This is an optimization exercise on Yosys and OpenROAD, whose aim is small area, a short achievable clock period and few clock cycles per item, not a production implementation.

==> flow/design.v <==
module sm3_core (
    input  wire         clk,
    input  wire         rst,         
    input  wire         start_i,
    input  wire         first_i,
    input  wire [511:0] block_i,     
    output wire         ready_o,
    output reg          done_o,
    output wire [255:0] digest_o     
);
    localparam integer NR = 1;               
    localparam integer NC = 64 / NR;         
    localparam integer CW = (NC > 32) ? 6 : (NC > 16) ? 5 : (NC > 8) ? 4 : 3;
    localparam [255:0] IV = {32'h7380166F, 32'h4914B2B9, 32'h172442D7, 32'hDA8A0600,
                             32'hA96F30BC, 32'h163138AA, 32'hE38DEE4D, 32'hB0FB0E4E};
    localparam [31:0]  T0 = 32'h79CC4519;
    localparam [31:0]  T1 = 32'h7A879D8A;
    function [31:0] p0;
        input [31:0] x;
        begin
            p0 = x ^ {x[22:0], x[31:23]} ^ {x[14:0], x[31:15]};
        end
    endfunction
    function [31:0] p1;
        input [31:0] x;
        begin
            p1 = x ^ {x[16:0], x[31:17]} ^ {x[8:0], x[31:9]};
        end
    endfunction
    function [31:0] add32;
        input [31:0] x, y;
        reg   [31:0] g, p;
        integer i, d;
        begin
            g = x & y;
            p = x ^ y;
            for (d = 1; d < 32; d = d * 2)
                for (i = 0; i < 32; i = i + 1)
                    if (i & d) begin
                        g[i] = g[i] | (p[i] & g[(i & ~(d - 1)) - 1]);
                        p[i] = p[i] & p[(i & ~(d - 1)) - 1];
                    end
            add32 = x ^ y ^ {g[30:0], 1'b0};
        end
    endfunction
    function [31:0] ktab;
        input [5:0] j;
        reg   [63:0] t2;
        begin
            t2   = (j < 6'd16) ? {T0, T0} : {T1, T1};
            t2   = t2 << j[4:0];
            ktab = t2[63:32];
        end
    endfunction
    reg              busy_q;                 
    reg              rdy_q;                  
    reg              rdyo_q;                 
    reg  [CW-1:0]    cnt_q;                  
    reg              cv_q;                   
    reg              rcv_q;                  
    reg              rncv_q;                 
    reg              vf_q;                   
    reg  [255:0]     v_q;                    
    reg  [255:0]     s_q;                    
    reg  [511:0]     w_q;                    
    reg  [32*NR-1:0] k_q;                    
    reg              early_q;                
    reg              late_q;                 
    wire [31:0] wv [0:15+NR];                
    genvar gi;
    generate
        for (gi = 0; gi < 16; gi = gi + 1) begin : g_wv
            assign wv[gi] = w_q[511-32*gi -: 32];
        end
        for (gi = 16; gi < 16 + NR; gi = gi + 1) begin : g_wx
            assign wv[gi] = p1(wv[gi-16] ^ wv[gi-9] ^ {wv[gi-3][16:0], wv[gi-3][31:17]})
                            ^ {wv[gi-13][24:0], wv[gi-13][31:25]} ^ wv[gi-6];
        end
    endgenerate
    wire [31:0] ra [0:NR], rb [0:NR], rc [0:NR], rd [0:NR];
    wire [31:0] re [0:NR], rf [0:NR], rg [0:NR], rh [0:NR];
    assign {ra[0], rb[0], rc[0], rd[0], re[0], rf[0], rg[0], rh[0]} = s_q;
    generate
        for (gi = 0; gi < NR; gi = gi + 1) begin : g_rnd
            wire [5:0]  j     = NR * cnt_q + gi;    
            wire        early = early_q;
            wire [31:0] a12   = {ra[gi][19:0], ra[gi][31:20]};
            wire [31:0] kj    = k_q[32*NR-1-32*gi -: 32];
            wire [31:0] s0s   = a12 ^ re[gi] ^ kj;
            wire [31:0] s0c   = (a12 & re[gi]) | (a12 & kj) | (re[gi] & kj);
            wire [31:0] sst   = add32(s0s, {s0c[30:0], 1'b0});
            wire [31:0] ss1   = {sst[24:0], sst[31:25]};
            wire [31:0] ss2   = ss1 ^ a12;
            wire [31:0] ff    = early ? (ra[gi] ^ rb[gi] ^ rc[gi])
                                      : ((ra[gi] & rb[gi]) | (ra[gi] & rc[gi]) | (rb[gi] & rc[gi]));
            wire [31:0] gg    = late_q ? ((re[gi] & rf[gi]) | (~re[gi] & rg[gi]))
                                       : (re[gi] ^ rf[gi] ^ rg[gi]);
            wire [31:0] wp    = wv[gi] ^ wv[gi+4];
            wire [31:0] t1s   = ff ^ rd[gi] ^ wp;
            wire [31:0] t1c   = {((ff & rd[gi]) | (ff & wp) | (rd[gi] & wp)), 1'b0};
            wire [31:0] x1    = add32(t1s, t1c);
            wire [31:0] tt1   = add32(x1, ss2);
            wire [31:0] t2s   = gg ^ rh[gi] ^ wv[gi];
            wire [31:0] t2c   = {((gg & rh[gi]) | (gg & wv[gi]) | (rh[gi] & wv[gi])), 1'b0};
            wire [31:0] x2    = add32(t2s, t2c);
            wire [31:0] tt2   = add32(x2, ss1);
            assign ra[gi+1] = tt1;
            assign rb[gi+1] = ra[gi];
            assign rc[gi+1] = {rb[gi][22:0], rb[gi][31:23]};
            assign rd[gi+1] = rc[gi];
            assign re[gi+1] = p0(tt2);
            assign rf[gi+1] = re[gi];
            assign rg[gi+1] = {rf[gi][12:0], rf[gi][31:13]};
            assign rh[gi+1] = rg[gi];
        end
    endgenerate
    wire [255:0] s_next = {ra[NR], rb[NR], rc[NR], rd[NR], re[NR], rf[NR], rg[NR], rh[NR]};
    wire [511:0] w_next;
    generate
        if (NR < 16) begin : g_wsh
            assign w_next[511:32*NR] = w_q[511-32*NR:0];
        end
        for (gi = 0; gi < NR; gi = gi + 1) begin : g_wn
            assign w_next[32*NR-1-32*gi -: 32] = wv[16+gi];
        end
    endgenerate
    wire [5:0]       j_next = busy_q ? NR * (cnt_q + 1'b1) : 6'd0;
    wire [32*NR-1:0] k_next;
    generate
        for (gi = 0; gi < NR; gi = gi + 1) begin : g_kn
            assign k_next[32*NR-1-32*gi -: 32] = ktab(j_next + gi);
        end
    endgenerate
    wire         last   = busy_q & (cnt_q == NC - 1);
    wire         acc    = start_i & rdy_q;
    wire         sel_iv = first_i | ~cv_q;           
    wire         ld_v   = rcv_q & ~first_i;          
    wire         ld_iv  = rncv_q | (rdy_q & first_i);  
    wire [255:0] v_use  = vf_q ? IV : v_q;
    wire         busy_n = ~rst & (acc | (busy_q & ~last));
    wire         rdy_n  = rst | (~acc & (rdy_q | last));
    wire         cv_n   = ~rst & (cv_q | acc);
    assign ready_o  = rdyo_q;
    assign digest_o = v_q;
    always @(posedge clk) begin
        s_q <= ({256{busy_q}} & s_next) | ({256{ld_v}} & v_q) | ({256{ld_iv}} & IV);
        w_q <= ({512{busy_q}} & w_next) | ({512{rdy_q}} & block_i);
        if (last)
            v_q <= v_use ^ s_next;
        if (!busy_q)
            k_q <= T0;
        else if (cnt_q == 6'd15)
            k_q <= {T1[15:0], T1[31:16]};
        else
            k_q <= {k_q[30:0], k_q[31]};
        early_q <= (j_next < 6'd16);
        late_q  <= (j_next >= 6'd16);
        busy_q <= busy_n;
        rdy_q  <= rdy_n;
        rdyo_q <= ~busy_n;
        cv_q   <= cv_n;
        rcv_q  <= rdy_n & cv_n;
        rncv_q <= rdy_n & ~cv_n;
        if (rst) begin
            cnt_q  <= {CW{1'b0}};
            done_o <= 1'b0;
        end else begin
            done_o <= last;
            if (busy_q)
                cnt_q <= cnt_q + 1'b1;
            if (acc)
                vf_q   <= sel_iv;
        end
    end
endmodule
==> flow/config.mk <==
export PLATFORM = sky130hd
export DESIGN_NAME = sm3_core
export DESIGN_NICKNAME = sm3_core
export VERILOG_FILES = /design/flow/design.v
export SDC_FILE = /design/flow/constraint.sdc
export NUM_CORES = 4
export LEC_CHECK = 0
export ABC_AREA = 1
export CAP_MARGIN = 20
export CORE_MARGIN = 2
export CORE_UTILIZATION = 40
export PLACE_DENSITY = 0.6
export SLEW_MARGIN = 20
==> flow/constraint.sdc <==
create_clock -name core_clock -period 20.0 [get_ports {clk}]
set_input_delay 4.0000 -clock core_clock [delete_from_list [all_inputs] [get_ports {clk}]]
set_output_delay 4.0000 -clock core_clock [all_outputs]
set_load 0.01 [all_outputs]
standard.sh (not shown) runs the stock make flow with config.mk's settings and CLKGATE_MAP_FILE= SYNTH_SCRIPT=/design/flow/synth_recipe.tcl, a recipe that flattens the netlist after the stock synthesis.
==> flow/flow/run.sh <==
#!/bin/bash
# Layout flow: the standard ORFS flow (standard synthesis unchanged),
# with each input and output port buffered by a small buf_1 cell instead of
# the delay buffer the placer picks by default, and a clock tree without
# dummy balancing loads.
set -euo pipefail
cd "$(dirname "$0")/.."
bash standard.sh "BUFFER_PORTS_ARGS=-buffer_cell sky130_fd_sc_hd__buf_1" \
  "CTS_ARGS=-sink_clustering_enable -repair_clock_nets -dont_use_dummy_load -buf_list sky130_fd_sc_hd__clkbuf_8 -root_buf sky130_fd_sc_hd__clkbuf_16 -sink_clustering_size 16 -sink_clustering_max_diameter 50" \
  finish > flow_make.log 2>&1
The baseline completed without violations.
Next try:
--- a/flow/design.v
+++ b/flow/design.v
@@ -64,8 +64,6 @@
     reg  [255:0]     s_q;                    
     reg  [511:0]     w_q;                    
     reg  [32*NR-1:0] k_q;                    
-    reg              early_q;                
-    reg              late_q;                 
     wire [31:0] wv [0:15+NR];                
     genvar gi;
     generate
@@ -83,7 +81,7 @@
     generate
         for (gi = 0; gi < NR; gi = gi + 1) begin : g_rnd
             wire [5:0]  j     = NR * cnt_q + gi;    
-            wire        early = early_q;
+            wire        early = (j < 6'd16);
             wire [31:0] a12   = {ra[gi][19:0], ra[gi][31:20]};
             wire [31:0] kj    = k_q[32*NR-1-32*gi -: 32];
             wire [31:0] s0s   = a12 ^ re[gi] ^ kj;
@@ -93,8 +91,8 @@
             wire [31:0] ss2   = ss1 ^ a12;
             wire [31:0] ff    = early ? (ra[gi] ^ rb[gi] ^ rc[gi])
                                       : ((ra[gi] & rb[gi]) | (ra[gi] & rc[gi]) | (rb[gi] & rc[gi]));
-            wire [31:0] gg    = late_q ? ((re[gi] & rf[gi]) | (~re[gi] & rg[gi]))
-                                       : (re[gi] ^ rf[gi] ^ rg[gi]);
+            wire [31:0] gg    = early ? (re[gi] ^ rf[gi] ^ rg[gi])
+                                      : ((re[gi] & rf[gi]) | (~re[gi] & rg[gi]));
             wire [31:0] wp    = wv[gi] ^ wv[gi+4];
             wire [31:0] t1s   = ff ^ rd[gi] ^ wp;
             wire [31:0] t1c   = {((ff & rd[gi]) | (ff & wp) | (rd[gi] & wp)), 1'b0};
@@ -147,14 +145,7 @@
         w_q <= ({512{busy_q}} & w_next) | ({512{rdy_q}} & block_i);
         if (last)
             v_q <= v_use ^ s_next;
-        if (!busy_q)
-            k_q <= T0;
-        else if (cnt_q == 6'd15)
-            k_q <= {T1[15:0], T1[31:16]};
-        else
-            k_q <= {k_q[30:0], k_q[31]};
-        early_q <= (j_next < 6'd16);
-        late_q  <= (j_next >= 6'd16);
+        k_q <= k_next;
         busy_q <= busy_n;
         rdy_q  <= rdy_n;
         rdyo_q <= ~busy_n;
Result:
- non-clock buffer count drops by 1
- cell area rises by 1.5%
- global-route usage grows by 0.19 points
- sequential cell count drops by 2
- clock-buffer cell count is lower by 1
No run of this note included a check of the RTL's function; only the layout flow was run.

## port drivers added, routing unchanged
No port has a modelled driver above. Below, the same layouts with a new extraction and two added sets of constraints.
Step 1: set_driving_cell puts a clkbuf_16 on clk and a buf_2 on each other input, an assumption about the parent block.
Step 2 times the ports against the registers' clock, not the clock port: input delays grow and output delays shrink by t, the midpoint of the rising clock arrivals with the driver on.
a / b / c = ideal / step 1 / step 2; a / b = the first two.
| run | shift t [ns] | setup slack, ns | worst setup path at the end | worst slew at a driven data input, ns |
|---|---|---|---|---|
| the first run | 0.754 | 13.574 / 13.574 / 13.500 | input to register | 0.22 |
| the second run | 0.756 | 13.458 / 13.458 / 13.458 | register to register | 0.14 |
After both steps setup and hold are still met in every run listed. The setup slack of the first run, which loses most, moves by 0.000 ns with the drivers and by -0.074 ns with both steps.
